Background: an optimization exercise with open tools, aiming at small area. Do not read the settings as production practice.
At most, simulation tests tie the RTL to the original design; equivalence was not proved.
No driver is modelled on the clock port, so clocking that relies on it looks cheaper here than on a real chip.
Power is estimated from default activity; no workload was simulated.

// pwm16
module pwm16 (
    input  wire        clk,
    input  wire        rst,
    input  wire        bus_we,
    input  wire        bus_re,
    input  wire [7:0]  bus_addr,
    input  wire [31:0] bus_wdata,
    output wire [31:0] bus_rdata,
    output wire [5:0]  pin_out,
    output wire [5:0]  pin_oe
);
    reg [15:0] cnt;           
    reg [1:0]  mode;
    reg        init_done;
    reg [3:0]  st;            
    reg        kw, kx, ks;    
    reg [15:0] code;
    reg [15:0] enc_c;         
    reg        enc_v;         
    reg        qres;
    reg [15:0] ocrp0, ocrp1;  
    reg [7:0]  ocrh0, ocrh1;  
    reg [7:0]  ocrl0, ocrl1;  
    reg [5:0]  dir, lvl, com;
    reg [17:0] rdata;
    assign bus_rdata = {14'd0, rdata};
    function lemaj16(input [15:0] nx, input [15:0] y);
        integer i;
        reg r;
        begin
            r = nx[0] | y[0];
            for (i = 1; i < 16; i = i + 1)
                r = (nx[i] & y[i]) | (nx[i] & r) | (y[i] & r);
            lemaj16 = r;
        end
    endfunction
    function lemaj8(input [7:0] nx, input [7:0] y);
        integer i;
        reg r;
        begin
            r = nx[0] | y[0];
            for (i = 1; i < 8; i = i + 1)
                r = (nx[i] & y[i]) | (nx[i] & r) | (y[i] & r);
            lemaj8 = r;
        end
    endfunction
    function [16:0] inc16(input [15:0] x, input ci);
        integer i;
        reg c;
        begin
            c = ci;
            for (i = 0; i < 16; i = i + 1) begin
                inc16[i] = x[i] ^ c;
                c = c & x[i];
            end
            inc16[16] = c;
        end
    endfunction
    function [7:0] dec8(input [7:0] x, input bi);
        integer i;
        reg b;
        begin
            b = bi;
            for (i = 0; i < 8; i = i + 1) begin
                dec8[i] = x[i] ^ b;
                b = b & ~x[i];
            end
        end
    endfunction
    wire busy    = |st;
    wire rev     = mode[0];               
    wire in_init = |mode & ~init_done;    
    wire init_run = in_init & (st == 4'd3 || st == 4'd4 || st == 4'd5 || st == 4'd8);
    wire halt    = in_init & (st == 4'd6 || st == 4'd7);
    wire clr     = in_init & (st == 4'd6);
    wire pri_cfg = init_done | (in_init & (st >= 4'd3));
  ...
For scale: roughly 800 cells after synthesis, about 88 I/O pins, roughly 0.0080 mm² of cells after synthesis.
export LEC_CHECK = 0
export CAP_MARGIN = 0
export CORE_MARGIN = 2
export CORE_UTILIZATION = 40
export GPL_TIMING_DRIVEN = 0
export PLACE_DENSITY = 0.6
export SLEW_MARGIN = 0
create_clock -name core_clock -period 12.0 [get_ports {clk}]
standard.sh (not shown) runs the stock make flow with config.mk's settings and CLKGATE_MAP_FILE= SYNTH_SCRIPT=/design/flow/synth_recipe.tcl, a recipe that flattens the netlist after the stock synthesis.
==> flow/flow/run.sh <==
#!/bin/bash
# Own layout flow: the standard ORFS flow (standard.sh) with these changes:
#  - synthesis is the standard flow's own script, except that ABC maps the logic with the
#    area-oriented script flow/abc_area.script (registers are mapped before ABC
#    and are the same as in the standard synthesis);
#  - every input and output port is buffered with sky130_fd_sc_hd__buf_1;
#  - clock tree synthesis takes its arguments from flow/cts_args (no dummy loads);
#  - no buffers are inserted for outputs driven by a constant (SYNTH_INSBUF=0);
#  - adders are left to ABC (ADDER_MAP_FILE empty) instead of half-adder cells;
#  - after clock tree synthesis, flow/clk_downsize.tcl swaps clock buffers for
#    smaller ones while every flip-flop clock pin stays under 115 ps of slew.
# Each tool's output stays in orfs/logs/...; make's own output is in flow_make.log.
set -euo pipefail
W=$(pwd)
# ORFS synth.tcl with ABC's script replaced
awk -v scr="$W/flow/abc_area.script" '
  { print }
  /source \$::env\(SCRIPTS_DIR\)\/synth_preamble.tcl/ {
    print "set abc_args [list -script " scr " {*}$lib_args {*}$lib_dont_use_args -constr $::env(OBJECTS_DIR)/abc.constr]"
  }' "$FLOW_HOME/scripts/synth.tcl" > "$W/own_synth_body.tcl"
grep -q "abc_area.script" "$W/own_synth_body.tcl"
# The standard flow's synthesis script, sourcing the copy above
sed "s#\$::env(SCRIPTS_DIR)/synth.tcl#$W/own_synth_body.tcl#" synth_recipe.tcl > "$W/own_synth.tcl"
grep -q "own_synth_body.tcl" "$W/own_synth.tcl"
CTS_ARGS=$(tr '\n' ' ' < "$W/flow/cts_args")
bash standard.sh SYNTH_SCRIPT="$W/own_synth.tcl" \
  "BUFFER_PORTS_ARGS=-buffer_cell sky130_fd_sc_hd__buf_1" "CTS_ARGS=$CTS_ARGS" SYNTH_INSBUF=0 ADDER_MAP_FILE= \
  POST_CTS_TCL="$W/flow/clk_downsize.tcl" finish > "$W/flow_make.log" 2>&1
test -s out/final.def
==> flow/flow/abc_area.script <==
strash
&get -n
&st
&deepsyn -T 60
&st
&dch -f
&nf -a
&st
&dch -f
&nf -a
&put
topo
dnsize -c
==> flow/flow/clk_downsize.tcl <==
proc clk_pin_max_slew {} {
  set mx 0
  foreach pin [get_pins -hierarchical */CLK] {
    foreach rf {rise fall} {
      set s [get_property $pin slew_max_$rf]
      if {$s > $mx} {set mx $s}
    }
  }
  return $mx
}
set clk_slew_target 0.115
set_propagated_clock [all_clocks]
estimate_parasitics -placement
set base [clk_pin_max_slew]
puts "clock downsize: start max clock-pin slew $base"
set insts {}
foreach inst [[ord::get_db_block] getInsts] {
  if {[string match "clkbuf_*" [$inst getName]]} { lappend insts [$inst getName] }
}
foreach name $insts {
  set inst [get_cells $name]
  set orig [get_property $inst ref_name]
  foreach cand {sky130_fd_sc_hd__clkbuf_1 sky130_fd_sc_hd__clkbuf_2 sky130_fd_sc_hd__clkbuf_4} {
    if {$cand == $orig} break
    replace_cell $inst $cand
    estimate_parasitics -placement
    set s [clk_pin_max_slew]
    if {$s <= [expr max($clk_slew_target, $base)]} {
      puts "clock downsize: $name $orig -> $cand (max slew $s)"
      set orig ""
      break
    }
    replace_cell $inst $orig
  }
  if {$orig != ""} { replace_cell $inst $orig }
}
estimate_parasitics -placement
puts "clock downsize: end max clock-pin slew [clk_pin_max_slew]"
Other scripts of this flow, unchanged in this note and not shown: flow/flow/cts_args
The starting point went through all stages and came out clean.
==> next run, changes <==
--- a/flow/flow/run.sh
+++ b/flow/flow/run.sh
@@ -9,5 +9,6 @@
 #  - adders are left to ABC (ADDER_MAP_FILE empty) instead of half-adder cells;
 #  - after clock tree synthesis, flow/clk_downsize.tcl swaps clock buffers for
-#    smaller ones while every flip-flop clock pin stays under 115 ps of slew.
+#    smaller ones while every flip-flop clock pin stays under 115 ps of slew;
+#  - the constant-0 outputs share one tie cell (SKIP_REPAIR_TIE_FANOUT=1).
 # Each tool's output stays in orfs/logs/...; make's own output is in flow_make.log.
 set -euo pipefail
@@ -26,4 +27,4 @@
 bash standard.sh SYNTH_SCRIPT="$W/own_synth.tcl" \
   "BUFFER_PORTS_ARGS=-buffer_cell sky130_fd_sc_hd__buf_1" "CTS_ARGS=$CTS_ARGS" SYNTH_INSBUF=0 ADDER_MAP_FILE= \
-  POST_CTS_TCL="$W/flow/clk_downsize.tcl" finish > "$W/flow_make.log" 2>&1
+  POST_CTS_TCL="$W/flow/clk_downsize.tcl" SKIP_REPAIR_TIE_FANOUT=1 finish > "$W/flow_make.log" 2>&1
 test -s out/final.def
==> flow/flow/abc_area.script (replaced) <==
strash
&get -n
&st
&deepsyn -J 50
&st
&dch -f
&nf -a -p
&st
&dch -f
&nf -a -p
&put
topo
dnsize -c
--- a/flow/flow/clk_downsize.tcl
+++ b/flow/flow/clk_downsize.tcl
@@ -14,8 +14,12 @@
 set base [clk_pin_max_slew]
 puts "clock downsize: start max clock-pin slew $base"
+# leaf buffers first, the root buffer (clkbuf_0_*) last
 set insts {}
+set roots {}
 foreach inst [[ord::get_db_block] getInsts] {
-  if {[string match "clkbuf_*" [$inst getName]]} { lappend insts [$inst getName] }
+  set n [$inst getName]
+  if {[string match "clkbuf_0_*" $n]} { lappend roots $n } elseif {[string match "clkbuf_*" $n]} { lappend insts $n }
 }
+set insts [concat [lsort $insts] $roots]
 foreach name $insts {
   set inst [get_cells $name]
Settings changed: CAP_MARGIN 0 to 20, CORE_UTILIZATION 40 to 65, GPL_TIMING_DRIVEN 0 to default, PLACE_DENSITY 0.6 to 0.8, SLEW_MARGIN 0 to 20.
Outcome: Sequential share of layout area rises by 1.8 points. Routed wire length falls by 2.4%. Hold slack gets better by 0.0087 ns. Synthesized cell count falls by 0.75%. Die area falls by 38%. Register-to-register slack gets worse by 0.04 ns.
==> next run, changes <==
Settings changed: CORE_UTILIZATION 65 to 40, PLACE_DENSITY 0.8 to 0.6.
Effect:
- power went up by about 3.7%
- synthesized area is unchanged
- critical path depth does not change
- clock power went up by about 15%
==> next run, changes <==
--- a/flow/flow/run.sh
+++ b/flow/flow/run.sh
@@ -7,8 +7,5 @@
 #  - clock tree synthesis takes its arguments from flow/cts_args (no dummy loads);
 #  - no buffers are inserted for outputs driven by a constant (SYNTH_INSBUF=0);
-#  - adders are left to ABC (ADDER_MAP_FILE empty) instead of half-adder cells;
-#  - after clock tree synthesis, flow/clk_downsize.tcl swaps clock buffers for
-#    smaller ones while every flip-flop clock pin stays under 115 ps of slew;
-#  - the constant-0 outputs share one tie cell (SKIP_REPAIR_TIE_FANOUT=1).
+#  - adders are left to ABC (ADDER_MAP_FILE empty) instead of half-adder cells.
 # Each tool's output stays in orfs/logs/...; make's own output is in flow_make.log.
 set -euo pipefail
@@ -26,5 +23,4 @@
 CTS_ARGS=$(tr '\n' ' ' < "$W/flow/cts_args")
 bash standard.sh SYNTH_SCRIPT="$W/own_synth.tcl" \
-  "BUFFER_PORTS_ARGS=-buffer_cell sky130_fd_sc_hd__buf_1" "CTS_ARGS=$CTS_ARGS" SYNTH_INSBUF=0 ADDER_MAP_FILE= \
-  POST_CTS_TCL="$W/flow/clk_downsize.tcl" SKIP_REPAIR_TIE_FANOUT=1 finish > "$W/flow_make.log" 2>&1
+  "BUFFER_PORTS_ARGS=-buffer_cell sky130_fd_sc_hd__buf_1" "CTS_ARGS=$CTS_ARGS" SYNTH_INSBUF=0 ADDER_MAP_FILE= finish > "$W/flow_make.log" 2>&1
 test -s out/final.def
==> flow/flow/abc_area.script (replaced) <==
strash
&get -n
&st
&deepsyn -T 60
&st
&dch -f
&nf -a
&st
&dch -f
&nf -a
&put
topo
dnsize -c
Settings changed: CORE_UTILIZATION 40 to 65, PLACE_DENSITY 0.6 to 0.8.
removed: flow/flow/clk_downsize.tcl
Effect: The new run ran to the end with no violations; wire length fell by 1.3%; final area fell by about 0.8%; hold slack hardly moves.

## red
Another version of the RTL of pwm16 (not shown whole).
Size in the first run: about 88 I/O pins, ~7700 µm² of cells after synthesis.
export LEC_CHECK = 0
export CAP_MARGIN = 20
export CORE_MARGIN = 2
export CORE_UTILIZATION = 52
export PLACE_DENSITY = 0.7
export SLEW_MARGIN = 20
create_clock -name core_clock -period 12.0 [get_ports {clk}]
==> flow/flow/run.sh <==
#!/bin/bash
# Own layout flow: the standard ORFS flow (standard.sh) with these changes:
#  - synthesis is the standard flow's own script, except that ABC maps the logic with each
#    area-oriented script flow/abc_*.script and the smallest result is kept
#    (flow/multi_abc.tcl; registers are mapped before ABC and are the same as
#    in the standard synthesis);
#  - every input and output port is buffered with sky130_fd_sc_hd__buf_1;
#  - clock tree synthesis takes its arguments from flow/cts_args (no dummy loads);
#  - no buffers are inserted for outputs driven by a constant (SYNTH_INSBUF=0);
#  - adders are left to ABC (ADDER_MAP_FILE empty) instead of half-adder cells;
#  - after clock tree synthesis, flow/clk_downsize.tcl swaps clock buffers for
#    smaller ones while every flip-flop clock pin stays under 108 ps of slew (estimated);
#  - the constant-0 outputs share one tie cell (SKIP_REPAIR_TIE_FANOUT=1).
# Each tool's output stays in orfs/logs/...; make's own output is in flow_make.log.
set -euo pipefail
W=$(pwd)
# ORFS synth.tcl with ABC's mapping replaced by flow/multi_abc.tcl
awk -v dir="$W/flow" '
  /log_cmd abc \{\*\}\$abc_args/ {
    print "  source " dir "/multi_abc.tcl"
    print "  multi_abc [lsort [glob " dir "/abc_*.script]]"
    next
  }
  { print }' "$FLOW_HOME/scripts/synth.tcl" > "$W/own_synth_body.tcl"
grep -q "multi_abc \[" "$W/own_synth_body.tcl"
# The standard flow's synthesis script, sourcing the copy above
sed "s#\$::env(SCRIPTS_DIR)/synth.tcl#$W/own_synth_body.tcl#" synth_recipe.tcl > "$W/own_synth.tcl"
grep -q "own_synth_body.tcl" "$W/own_synth.tcl"
CTS_ARGS=$(tr '\n' ' ' < "$W/flow/cts_args")
bash standard.sh SYNTH_SCRIPT="$W/own_synth.tcl" \
  "BUFFER_PORTS_ARGS=-buffer_cell sky130_fd_sc_hd__buf_1" "CTS_ARGS=$CTS_ARGS" SYNTH_INSBUF=0 ADDER_MAP_FILE= \
  POST_CTS_TCL="$W/flow/clk_downsize.tcl" SKIP_REPAIR_TIE_FANOUT=1 finish > "$W/flow_make.log" 2>&1
test -s out/final.def
Other scripts of this flow, unchanged in this note and not shown: flow/flow/abc_1.script, flow/flow/abc_2.script, flow/flow/abc_3.script, flow/flow/abc_4.script, flow/flow/clk_downsize.tcl, flow/flow/cts_args, flow/flow/multi_abc.tcl
## Diff of input files: blue against red
Settings: CORE_UTILIZATION: 52 -> 40; PLACE_DENSITY: 0.7 -> 0.6.
## What came out
- On routed via count: blue sits below red.
- The maximum frequency on blue is in line with that on red.
- [compare] base=red new=blue: clock skew up 0.0073 ns; setup slack down 0.010 ns; worst voltage drop across the vdd grid down about 22%; final worst hold slack up 0.0035 ns; final design instance area without fill up 0.74%.
- In terms of reported leakage power, blue and red differ only marginally.
- Between red and blue, the difference in data required time at the worst endpoint is negligible.
Input changes introduced in green (baseline for comparison: blue):
Settings: swapping 40 for 52 in CORE_UTILIZATION; swapping 20 for 0 in SLEW_MARGIN; swapping 0.6 for 0.7 in PLACE_DENSITY; swapping 20 for 0 in CAP_MARGIN.
==> flow/flow/abc_5.script (new file) <==
strash
&get -n
&st
&deepsyn -J 50
&st
&dch -f
&nf -a
&st
&dch -f
&nf -a
&put
topo
dnsize -c
==> flow/flow/abc_6.script (new file) <==
strash
&get -n
&st
&deepsyn -J 50 -S 5
&st
&dch -f
&nf -a -p
&st
&dch -f
&nf -a -p
&put
topo
dnsize -c
### Flow results
Cmp green and blue / instance count after placement with tap cells included / higher: blue
Compared to blue, green has design area about 1.3% lower.
Relative to blue, internal power consumption has increased by about 0.32% in green.
Final worst-path cycle share in green vs blue: down 0.44 points
Per the comparison of green with blue, sequential power roughly the same, area growth from synthesis to final layout lower.
Diff blue -> green: filler cell count moved down, initial antenna violation count was more or less identical.
For orange, these inputs were changed with respect to green:
Settings: swapping 0 for 20 in CAP_MARGIN; swapping 0 for 20 in SLEW_MARGIN.
### Flow results
[compare] base=green new=orange: post-layout total power shrank by about 0.9%, maximum resistive drop on vdd shrank by about 7%, final period demand of the worst path shrank by 0.20 ns.
orange vs green, cell with the biggest individual delay on the critical path: dfxtp_1 vs nor3_1
Looking at orange and green, the area of the multi-input gates is a wash.
Delta (orange minus green): switching power went down by 1.3%, final standard cell utilization of the core was more or less identical, fraction of area in clock buffers and inverters was more or less identical.
Comparing met2 wire length for orange and green, the bigger number came from green.
For green, the worst setup path endpoint was pin_out[4], unlike orange, where it was pin_out[2].

pwm16, a different RTL version from the one above (not shown whole).
For scale: ~920 cells after synthesis, about 160 flip-flops, about 9300 sq um of cells after synthesis.
clock: 12.0 ns
lec_check: 0
cap_margin: 20
core_margin: 2
core_utilization: 40
cts_buf_list: sky130_fd_sc_hd__clkbuf_4 sky130_fd_sc_hd__clkbuf_8
cts_cluster_size: 30
place_density: 0.6
slew_margin: 20
run.sh (not shown) runs the stock make flow with config.mk's settings and CLKGATE_MAP_FILE= SYNTH_SCRIPT=/design/flow/synth_recipe.tcl, a recipe that flattens the netlist after the stock synthesis.
Stock flow here: none of the scripts above is used.
Edit:
==> flow/flow/run.sh (new file) <==
#!/bin/bash
# Own layout flow: the standard ORFS flow (standard.sh) with two changes:
#  - synthesis is the standard flow's own script, except that ABC maps the logic with the
#    area-oriented script flow/abc_area.script (registers are mapped before ABC
#    and are the same as in the standard synthesis);
#  - every input and output port is buffered with sky130_fd_sc_hd__buf_1;
#  - clock tree synthesis takes its arguments from flow/cts_args (no dummy loads).
# Each tool's output stays in orfs/logs/...; make's own output is in flow_make.log.
set -euo pipefail
W=$(pwd)
# ORFS synth.tcl with ABC's script replaced
awk -v scr="$W/flow/abc_area.script" '
  { print }
  /source \$::env\(SCRIPTS_DIR\)\/synth_preamble.tcl/ {
    print "set abc_args [list -script " scr " {*}$lib_args {*}$lib_dont_use_args -constr $::env(OBJECTS_DIR)/abc.constr]"
  }' "$FLOW_HOME/scripts/synth.tcl" > "$W/own_synth_body.tcl"
grep -q "abc_area.script" "$W/own_synth_body.tcl"
# The standard flow's synthesis script, sourcing the copy above
sed "s#\$::env(SCRIPTS_DIR)/synth.tcl#$W/own_synth_body.tcl#" synth_recipe.tcl > "$W/own_synth.tcl"
grep -q "own_synth_body.tcl" "$W/own_synth.tcl"
CTS_ARGS=$(tr '\n' ' ' < "$W/flow/cts_args")
bash standard.sh SYNTH_SCRIPT="$W/own_synth.tcl" \
  "BUFFER_PORTS_ARGS=-buffer_cell sky130_fd_sc_hd__buf_1" "CTS_ARGS=$CTS_ARGS" finish > "$W/flow_make.log" 2>&1
test -s out/final.def
==> flow/flow/abc_area.script (new file) <==
strash
&get -n
&st
&dch -f
&nf -a
&put
topo
dnsize -c
==> flow/flow/cts_args (new file) <==
-sink_clustering_enable -repair_clock_nets -dont_use_dummy_load -sink_clustering_size 30 -buf_list sky130_fd_sc_hd__clkbuf_8
==> flow/standard.sh (new file) <==
#!/bin/bash
# synth_recipe.tcl (not shown) runs the flow's synth.tcl, then flattens the netlist and writes it again
# the make line also repeats each setting of config.mk as NAME=value (left out here)
make -C /OpenROAD-flow-scripts/flow DESIGN_CONFIG=/design/flow/config.mk WORK_HOME=/design/flow/orfs CLKGATE_MAP_FILE= SYNTH_SCRIPT=/design/flow/synth_recipe.tcl "${@:-finish}"
--- a/flow/config.mk
+++ b/flow/config.mk
@@ -10,4 +10,2 @@
 export CORE_UTILIZATION = 40
-export CTS_BUF_LIST = sky130_fd_sc_hd__clkbuf_4 sky130_fd_sc_hd__clkbuf_8
-export CTS_CLUSTER_SIZE = 30
 export PLACE_DENSITY = 0.6
removed: flow/run.sh
Effect: Cell count is lower by 5.4%; setup slack is better by 3.3 ps; wire length is lower by 5.4%; fmax is about the same.
Edit:
==> flow/run.sh (new file) <==
#!/bin/bash
# synth_recipe.tcl (not shown) runs the flow's synth.tcl, then flattens the netlist and writes it again
# the make line also repeats each setting of config.mk as NAME=value (left out here)
make -C /OpenROAD-flow-scripts/flow DESIGN_CONFIG=/design/flow/config.mk WORK_HOME=/design/flow/orfs CLKGATE_MAP_FILE= SYNTH_SCRIPT=/design/flow/synth_recipe.tcl finish
--- a/flow/config.mk
+++ b/flow/config.mk
@@ -7,2 +7,3 @@
 export LEC_CHECK = 0
+export ABC_AREA = 1
 export CAP_MARGIN = 20
@@ -10,2 +11,4 @@
 export CORE_UTILIZATION = 40
+export CTS_BUF_LIST = sky130_fd_sc_hd__clkbuf_4 sky130_fd_sc_hd__clkbuf_8
+export CTS_CLUSTER_SIZE = 30
 export PLACE_DENSITY = 0.6
removed: flow/flow/run.sh
removed: flow/flow/abc_area.script
removed: flow/flow/cts_args
removed: flow/standard.sh
The new run finished with timing, DRC and antenna clean. Worst hold slack loses 17 ps. Total power goes up by 16%. Maximum frequency goes up by about 6%. Core utilization goes up by 2.0 points. Register-to-register slack barely changes. Final cell count goes up by about 32%. Routed wire length goes up by 18%. Non-clock buffer count goes down by 6.
Function was not checked in any run of this note: the RTL went through the layout flow alone.

==> afterwards: timing with drivers on the ports <==
No port has a modelled driver above. Below, the same layouts with a new extraction and two added sets of constraints. Step 1 assumes that a clkbuf_16 drives the clock port and a buf_2 every other input. Step 2 moves the port delays by t, midway between the first and last clock arrival at a register: inputs arrive t later, outputs are due t later. That takes back most of the time a late clock gives input paths. Three values: ideal ports, drivers, drivers and shift; two values: the first two.
| run | shift t [ns] | setup slack, ns | hold slack, ns |
|---|---|---|---|
| the first run of note 1 | 0.784 | 5.679 / 5.641 / 6.112 | 0.473 / 0.473 / 0.473 |
| the second run of note 1 | 0.584 | 5.584 / 5.547 / 6.131 | 0.481 / 0.481 / 0.481 |
| the third run of note 1 | 0.791 | 5.539 / 5.501 / 6.292 | 0.469 / 0.469 / 0.469 |
| the fourth run of note 1 | 0.487 | 5.833 / 5.795 / 6.082 | 0.469 / 0.469 / 0.469 |
| red | 0.485 | 6.066 / 6.028 / 6.512 | 0.470 / 0.470 / 0.470 |
| blue | 0.491 | 6.056 / 6.016 / 6.507 | 0.473 / 0.473 / 0.473 |
| green | 0.471 | 6.108 / 6.070 / 6.525 | 0.498 / 0.498 / 0.498 |
| orange | 0.471 | 6.307 / 6.266 / 6.431 | 0.498 / 0.498 / 0.498 |
| the first run of note 3 | 0.511 | 6.161 / 6.115 / 6.435 | 0.516 / 0.516 / 0.516 |
| the second run of note 3 | 0.497 | 6.165 / 6.120 / 6.618 | 0.505 / 0.505 / 0.505 |
| the third run of note 3 | 0.526 | 6.506 / 6.464 / 6.613 | 0.489 / 0.489 / 0.489 |
After both steps setup and hold are still met in every run listed.
